Context: an optimization exercise on an open-source flow, tuned for small area. The choices shown serve that exercise and are no tape-out recipe. Function was checked by simulation only, so behaviour that the tests miss may differ from the original. Power is estimated from default activity; no workload was simulated.

==> inputs of ember <==
==> flow/design.v <==
module ntsc_lsb (
    input  wire        clk,
    input  wire        rst_n,
    input  wire        run,
    input  wire        mode_il,       
    input  wire        mode_den,      
    input  wire        mode_burst,    
    input  wire        mode_pic,      
    input  wire [31:0] frame_init,    
    input  wire [7:0]  lvl_tip,
    input  wire [7:0]  lvl_porch,
    input  wire [7:0]  lvl_black,
    input  wire [7:0]  burst_000,
    input  wire [7:0]  burst_060,
    input  wire [7:0]  burst_090,
    input  wire [7:0]  burst_120,
    input  wire [7:0]  burst_180,
    input  wire [7:0]  burst_240,
    input  wire [7:0]  burst_270,
    input  wire [7:0]  burst_300,
    output wire        ps_req,
    output wire [31:0] ps_frame,
    output wire [8:0]  ps_row,
    output wire [10:0] ps_col,
    input  wire [7:0]  ps_data,
    input  wire        ps_ack,
    output reg         dac_valid,
    output reg  [7:0]  dac_out,
    output wire        sol,
    output wire        vblank,
    output wire        field
);
    wire il  = mode_il;
    wire den = mode_den;
    reg        running;
    reg [10:0] q;             
    reg        f;             
    reg [8:0]  r;             
    reg [1:0]  m3;            
    reg [31:0] frame;
    wire [10:0] q_first = den ? 11'd1802 : 11'd1884;
    wire        q_last  = den ? (q == 11'd1121) : (q == 11'd747);
    wire pre   = &q[10:8];
    wire fh    = pre | (den ? (q < 11'd438) : (q < 11'd292));       
    wire eq_tip = fh ? (pre & (den ? (q < 11'd1856) : (q < 11'd1920)))
                     : (den ? (q < 11'd492) : (q < 11'd328));
    wire vs_tip = fh ? (pre | (den ? (q < 11'd342) : (q < 11'd228)))
                     : (den ? (q < 11'd1026) : (q < 11'd684));
    wire bl_tip   = pre & (den ? (q < 11'd1905) : (q < 11'd1952));    
    wire bl_porch = pre ? (den ? (q < 11'd2007) : (q < 11'd2020))     
                        : (den ? (q >= 11'd1095) : (q >= 11'd730));   
    wire in_burst = pre & (den ? (q >= 11'd1916 && q < 11'd1970)
                               : (q >= 11'd1960 && q < 11'd1996));
    wire window   = den ? (q < 11'd1056) : (q < 11'd704);
    wire ph_000 = den ? (~q[0] & (m3 == 2'd0)) : (q[1:0] == 2'd0);
    wire ph_060 = den &  q[0] & (m3 == 2'd1);
    wire ph_090 = ~den & (q[1:0] == 2'd1);
    wire ph_120 = den & ~q[0] & (m3 == 2'd2);
    wire ph_180 = den ? ( q[0] & (m3 == 2'd0)) : (q[1:0] == 2'd2);
    wire ph_240 = den & ~q[0] & (m3 == 2'd1);
    wire ph_270 = ~den & (q[1:0] == 2'd3);
    wire ph_300 = den &  q[0] & (m3 == 2'd2);
    wire       vb = r[8];             
    wire [4:0] s  = r[4:0];           
    wire       r_240 = ~r[8] & (&r[7:4]);
    wire       sync  = vb & (s >= 5'd10) & (s <= 5'd18);    
    wire       f2    = f & ~fh;       
    wire half_vs = f2 ? (s >= 5'd12 && s <= 5'd14) : (s >= 5'd13 && s <= 5'd15);
    wire half_pr = f2 & (s == 5'd18);
    wire l262b   = il & ~f & r_240 & ~fh;                   
    wire l282    = f & vb & (s == 5'd29);
    wire fill    = mode_pic & ~vb & ~r_240;
    assign ps_req   = fill & window;
    assign ps_frame = frame;
    assign ps_row   = il ? {r[7:0], f} : r;
    assign ps_col   = q;
    wire use_ps = ps_req & ps_ack;
    wire sy       = sync | l262b;
    wire sy_tip   = ~half_pr & (half_vs ? vs_tip : eq_tip);
    wire bt       = ~sy & ~use_ps;
    wire sel_tip  = sy ? sy_tip : (~use_ps & bl_tip);
    wire sel_ps   = ~sy & use_ps;
    wire sel_bu   = bt & ~bl_tip & mode_burst & in_burst;
    wire sel_blk  = bt & ~bl_tip & ~(mode_burst & in_burst) & ~bl_porch & ~(l282 & fh);
    wire sel_por  = ~sel_tip & ~sel_ps & ~sel_bu & ~sel_blk;
    always @(*)
        dac_out = ({8{sel_tip}} & lvl_tip)
                | ({8{sel_por}} & lvl_porch)
                | ({8{sel_blk}} & lvl_black)
                | ({8{sel_ps}}  & ps_data)
                | ({8{sel_bu & ph_000}} & burst_000)
                | ({8{sel_bu & ph_060}} & burst_060)
                | ({8{sel_bu & ph_090}} & burst_090)
                | ({8{sel_bu & ph_120}} & burst_120)
                | ({8{sel_bu & ph_180}} & burst_180)
                | ({8{sel_bu & ph_240}} & burst_240)
                | ({8{sel_bu & ph_270}} & burst_270)
                | ({8{sel_bu & ph_300}} & burst_300);
    assign vblank = ~f & vb;
    assign field  = f;
    assign sol    = (q == q_first);
    wire eofield = (il & ~f) ? r_240 : (r == 9'd239);
    always @(posedge clk) begin
        running   <= rst_n & run;
        dac_valid <= rst_n & run & running;
        if (!dac_valid) begin
            q     <= q_first;
            r     <= 9'd490;
            f     <= 1'b0;
            m3    <= 2'd0;
            frame <= frame_init;
        end else begin
            frame <= frame + {31'd0, q_last & eofield & (f | ~il)};
            m3    <= (m3 == 2'd2) ? 2'd0 : m3 + 2'd1;
            q     <= q_last ? q_first : q + 11'd1;
            if (q_last & eofield) begin
                r <= 9'd490;
                f <= il & ~f;
            end else begin
                r <= r + {8'd0, q_last};
            end
        end
    end
endmodule
==> flow/flow/run.sh <==
#!/bin/bash
# Layout flow: the standard synthesis, then an area re-mapping of its
# combinational logic (registers untouched; the smallest of a few ABC
# scripts is kept), then the standard layout with the port buffers made
# of the smallest buffer cell and a lighter clock tree.
set -euo pipefail
W=$(pwd)
R=$W/orfs/results/$FLOW_PLATFORM/ntsc_lsb/base
LIB=$FLOW_HOME/platforms/$FLOW_PLATFORM/lib/sky130_fd_sc_hd__tt_025C_1v80.lib
YOSYS=$FLOW_HOME/../tools/install/yosys/bin/yosys
[[ -x $YOSYS ]] || YOSYS=yosys

cat >> config.mk <<EOC
export BUFFER_PORTS_ARGS = -buffer_cell sky130_fd_sc_hd__buf_1
export CTS_ARGS = -sink_clustering_enable -repair_clock_nets -dont_use_dummy_load -buf_list sky130_fd_sc_hd__clkbuf_8 -root_buf sky130_fd_sc_hd__clkbuf_8 -sink_clustering_size 30 -sink_clustering_max_diameter 300
EOC

# 1. standard synthesis
bash standard.sh synth > log_1_standard_synth.txt 2>&1
cp "$R/1_2_yosys.v" "$W/synth_standard.v"

# 2. area re-mapping of the combinational logic; keep the smallest result
DU=$(sed -n '/DONT_USE_CELLS/,/^#/p' "$FLOW_HOME/platforms/$FLOW_PLATFORM/config.mk" \
     | grep -o 'sky130_fd_sc_hd__[a-z0-9_]*' | sed 's/^/-dont_use /' | tr '\n' ' ')
SCRIPTS=(
  "strash;dch,-f;amap;strash;dch,-f;amap"
  "strash;balance;dch,-f;amap;strash;dch,-f;amap"
  "strash;ifraig;dch,-f;amap;strash;dch,-f;amap"
  "strash;dc2;dch,-f;amap"
  "strash;dch,-f;amap;strash;dch,-f;amap;strash;dch,-f;amap"
  "strash;dc2;dch,-f;amap;strash;dch,-f;amap"
)
best=""; best_area=""
for i in "${!SCRIPTS[@]}"; do
  sed -e "s#@LIB@#$LIB#g" -e "s#@IN@#$W/synth_standard.v#" -e "s#@OUT@#$W/synth_resynth_$i.v#" \
      -e "s#@DONTUSE@#$DU#" -e "s#@SCRIPT@#${SCRIPTS[$i]}#" flow/resynth.ys.in > resynth_$i.ys
  if "$YOSYS" -l log_2_resynth_$i.txt resynth_$i.ys > /dev/null 2>&1; then
    a=$(grep "Chip area for module" log_2_resynth_$i.txt | tail -1 | awk '{print $NF}')
    echo "script $i (${SCRIPTS[$i]}): $a" >> log_2_resynth_summary.txt
    if [[ -z $best_area ]] || awk -v a="$a" -v b="$best_area" 'BEGIN { exit !(a < b) }'; then
      best=$i; best_area=$a
    fi
  fi
done
echo "kept script $best: $best_area" >> log_2_resynth_summary.txt
cp "$W/synth_resynth_$best.v" "$R/1_2_yosys.v"
rm -f "$R/1_synth.odb" "$R/1_synth.sdc"

# 3. standard layout from the re-mapped netlist
bash standard.sh > log_3_layout.txt 2>&1
==> flow/flow/resynth.ys.in <==
# Area re-mapping of the standard synthesis's combinational logic.
# The registers are kept as they are (same cells, same instance names).
read_liberty -ignore_miss_func @LIB@
blackbox sky130_fd_sc_hd__*df* sky130_fd_sc_hd__*dl*
read_verilog @IN@
hierarchy -top ntsc_lsb
flatten
rename -hide w:* x:* %d
opt_clean -purge
abc -liberty @LIB@ @DONTUSE@ -script "+@SCRIPT@"
opt_clean -purge
hilomap -singleton -hicell sky130_fd_sc_hd__conb_1 HI -locell sky130_fd_sc_hd__conb_1 LO
splitnets
opt_clean -purge
select ntsc_lsb
stat -liberty @LIB@
write_verilog -noattr -nohex -nodec -selected @OUT@
==> flow/standard.sh <==
#!/bin/bash
# synth_recipe.tcl (not shown) runs the flow's synth.tcl, then flattens the netlist and writes it again
# the make line also repeats each setting of config.mk as NAME=value (left out here)
make -C /OpenROAD-flow-scripts/flow DESIGN_CONFIG=/design/flow/config.mk WORK_HOME=/design/flow/orfs CLKGATE_MAP_FILE= SYNTH_SCRIPT=/design/flow/synth_recipe.tcl "${@:-finish}"
==> flow/config.mk <==
export PLATFORM = sky130hd
export DESIGN_NAME = ntsc_lsb
export DESIGN_NICKNAME = ntsc_lsb
export VERILOG_FILES = /design/flow/design.v
export SDC_FILE = /design/flow/constraint.sdc
export NUM_CORES = 4
export LEC_CHECK = 0
export CAP_MARGIN = 20
export CORE_MARGIN = 2
export CORE_UTILIZATION = 55
export PLACE_DENSITY = 0.7
export SLEW_MARGIN = 20
export BUFFER_PORTS_ARGS = -buffer_cell sky130_fd_sc_hd__buf_1
export CTS_ARGS = -sink_clustering_enable -repair_clock_nets -dont_use_dummy_load -buf_list sky130_fd_sc_hd__clkbuf_8 -root_buf sky130_fd_sc_hd__clkbuf_8 -sink_clustering_size 30 -sink_clustering_max_diameter 300
==> flow/constraint.sdc <==
create_clock -name core_clock -period 10.0 [get_ports {clk}]
set_input_delay 2.0000 -clock core_clock [delete_from_list [all_inputs] [get_ports {clk}]]
set_output_delay 2.0000 -clock core_clock [all_outputs]
set_load 0.01 [all_outputs]
==> quartz (differences from ember) <==
--- a/flow/design.v
+++ b/flow/design.v
@@ -26,7 +26,7 @@
     input  wire        ps_ack,
     output reg         dac_valid,
     output reg  [7:0]  dac_out,
-    output wire        sol,
+    output reg         sol,
     output wire        vblank,
     output wire        field
 );
@@ -98,11 +98,11 @@
                 | ({8{sel_bu & ph_300}} & burst_300);
     assign vblank = ~f & vb;
     assign field  = f;
-    assign sol    = (q == q_first);
     wire eofield = (il & ~f) ? r_240 : (r == 9'd239);
     always @(posedge clk) begin
         running   <= rst_n & run;
         dac_valid <= rst_n & run & running;
+        sol       <= ~dac_valid | q_last;
         if (!dac_valid) begin
             q     <= q_first;
             r     <= 9'd490;
==> flow/flow/run.sh (replaced) <==
#!/bin/bash
# Layout flow: the standard synthesis, then an area re-mapping of its
# combinational logic (registers untouched), then the standard layout
# with the port buffers made of the smallest buffer cell.
set -euo pipefail
W=$(pwd)
R=$W/orfs/results/$FLOW_PLATFORM/ntsc_lsb/base
LIB=$FLOW_HOME/platforms/$FLOW_PLATFORM/lib/sky130_fd_sc_hd__tt_025C_1v80.lib
YOSYS=$FLOW_HOME/../tools/install/yosys/bin/yosys
[[ -x $YOSYS ]] || YOSYS=yosys

cat >> config.mk <<EOC
export BUFFER_PORTS_ARGS = -buffer_cell sky130_fd_sc_hd__buf_1
export CTS_ARGS = -sink_clustering_enable -repair_clock_nets -dont_use_dummy_load -buf_list sky130_fd_sc_hd__clkbuf_4 -root_buf sky130_fd_sc_hd__clkbuf_4 -sink_clustering_size 20
EOC

# 1. standard synthesis
bash standard.sh synth > log_1_standard_synth.txt 2>&1
cp "$R/1_2_yosys.v" "$W/synth_standard.v"

# 2. area re-mapping of the combinational logic
DU=$(sed -n '/DONT_USE_CELLS/,/^#/p' "$FLOW_HOME/platforms/$FLOW_PLATFORM/config.mk" \
     | grep -o 'sky130_fd_sc_hd__[a-z0-9_]*' | sed 's/^/-dont_use /' | tr '\n' ' ')
sed -e "s#@LIB@#$LIB#g" -e "s#@IN@#$W/synth_standard.v#" -e "s#@OUT@#$W/synth_resynth.v#" \
    -e "s#@DONTUSE@#$DU#" flow/resynth.ys.in > resynth.ys
"$YOSYS" -l log_2_resynth.txt resynth.ys > /dev/null 2>&1
cp "$W/synth_resynth.v" "$R/1_2_yosys.v"
rm -f "$R/1_synth.odb" "$R/1_synth.sdc"

# 3. standard layout from the re-mapped netlist
bash standard.sh > log_3_layout.txt 2>&1
--- a/flow/flow/resynth.ys.in
+++ b/flow/flow/resynth.ys.in
@@ -7,7 +7,7 @@
 flatten
 rename -hide w:* x:* %d
 opt_clean -purge
-abc -liberty @LIB@ @DONTUSE@ -script "+@SCRIPT@"
+abc -liberty @LIB@ @DONTUSE@ -script "+strash;dch,-f;amap;strash;dch,-f;amap"
 opt_clean -purge
 hilomap -singleton -hicell sky130_fd_sc_hd__conb_1 HI -locell sky130_fd_sc_hd__conb_1 LO
 splitnets
Settings changed: CTS_ARGS -sink_clustering_enable -repair_clock_nets -dont_use_dummy_load -buf_list sky130_fd_sc_hd__clkbuf_8 -root_buf sky130_fd_sc_hd__clkbuf_8 -sink_clustering_size 30 -sink_clustering_max_diameter 300 to -sink_clustering_enable -repair_clock_nets -dont_use_dummy_load -buf_list sky130_fd_sc_hd__clkbuf_4 -root_buf sky130_fd_sc_hd__clkbuf_4 -sink_clustering_size 20.
==> sierra (differences from ember) <==
--- a/flow/design.v
+++ b/flow/design.v
@@ -26,7 +26,7 @@
     input  wire        ps_ack,
     output reg         dac_valid,
     output reg  [7:0]  dac_out,
-    output wire        sol,
+    output reg         sol,
     output wire        vblank,
     output wire        field
 );
@@ -98,11 +98,11 @@
                 | ({8{sel_bu & ph_300}} & burst_300);
     assign vblank = ~f & vb;
     assign field  = f;
-    assign sol    = (q == q_first);
     wire eofield = (il & ~f) ? r_240 : (r == 9'd239);
     always @(posedge clk) begin
         running   <= rst_n & run;
         dac_valid <= rst_n & run & running;
+        sol       <= ~dac_valid | q_last;
         if (!dac_valid) begin
             q     <= q_first;
             r     <= 9'd490;
==> flow/flow/run.sh (replaced) <==
#!/bin/bash
set -euo pipefail
echo 'export BUFFER_PORTS_ARGS = -buffer_cell sky130_fd_sc_hd__buf_1' >> config.mk
bash standard.sh > flow_standard.log 2>&1
Settings changed: CORE_UTILIZATION 55 to 40, CTS_ARGS -sink_clustering_enable -repair_clock_nets -dont_use_dummy_load -buf_list sky130_fd_sc_hd__clkbuf_8 -root_buf sky130_fd_sc_hd__clkbuf_8 -sink_clustering_size 30 -sink_clustering_max_diameter 300 to unset, PLACE_DENSITY 0.7 to unset.
removed: flow/flow/resynth.ys.in
==> reports/qor.csv <==
stage;metric;value;unit
setup_path;CP max stage delay;380;ps
cells_and_area;design area;0.00536;mm²
power_and_ir_drop;Final Total Pwr;0.000574;W
run_status;outcome;no timing/DRC/antenna violations;
power_and_ir_drop;Worst IR Drop VDD;0.000134;V
Source of the figures above: sierra

==> reports/qor.csv <==
stage;metric;value;unit
run_status;outcome;no timing/DRC/antenna violations;
setup_path;CP max stage delay;560;ps
power_and_ir_drop;Final Total Pwr;0.000495;W
cells_and_area;design area;0.00457;mm²
power_and_ir_drop;Worst IR Drop VDD;0.000114;V
Source of the figures above: ember

==> reports/qor.csv <==
stage;metric;value;unit
timing;Slew @ Worst Pin;881;ps
power_and_ir_drop;Pwr Density;99.2;mW/mm²
power_and_ir_drop;Final Total Pwr;0.000461;W
run_status;outcome;no timing/DRC/antenna violations;
setup_path;CP max stage delay;750;ps
power_and_ir_drop;Worst IR Drop VDD;0.0000989;V
Source of the figures above: quartz

-- port drivers added, routing unchanged --
No port has a modelled driver above. Below, the same layouts with a new extraction and two added sets of constraints.
Step 1 assumes that a clkbuf_16 drives the clock port and a buf_2 every other input.
Step 2 adds t to the input delays and takes it off the output delays; t is the mean of the earliest and latest rising clock arrival at the registers after step 1. Input paths then give back, and output paths get back, about the clock's delay inside the block.
a / b / c = ideal / step 1 / step 2; a / b = the first two.
run	shift t [ns]	slack for setup (ns)	worst setup path after step 2
ember	0.343	2.566 / 2.534 / 2.534	input to output
quartz	0.400	1.855 / 1.830 / 1.830	input to output
sierra	0.364	3.533 / 3.511 / 3.511	input to output
After both steps every run listed still meets setup and hold. For ember, which loses most, drivers alone change the setup slack by -0.032 ns; drivers and shift together by -0.032 ns.
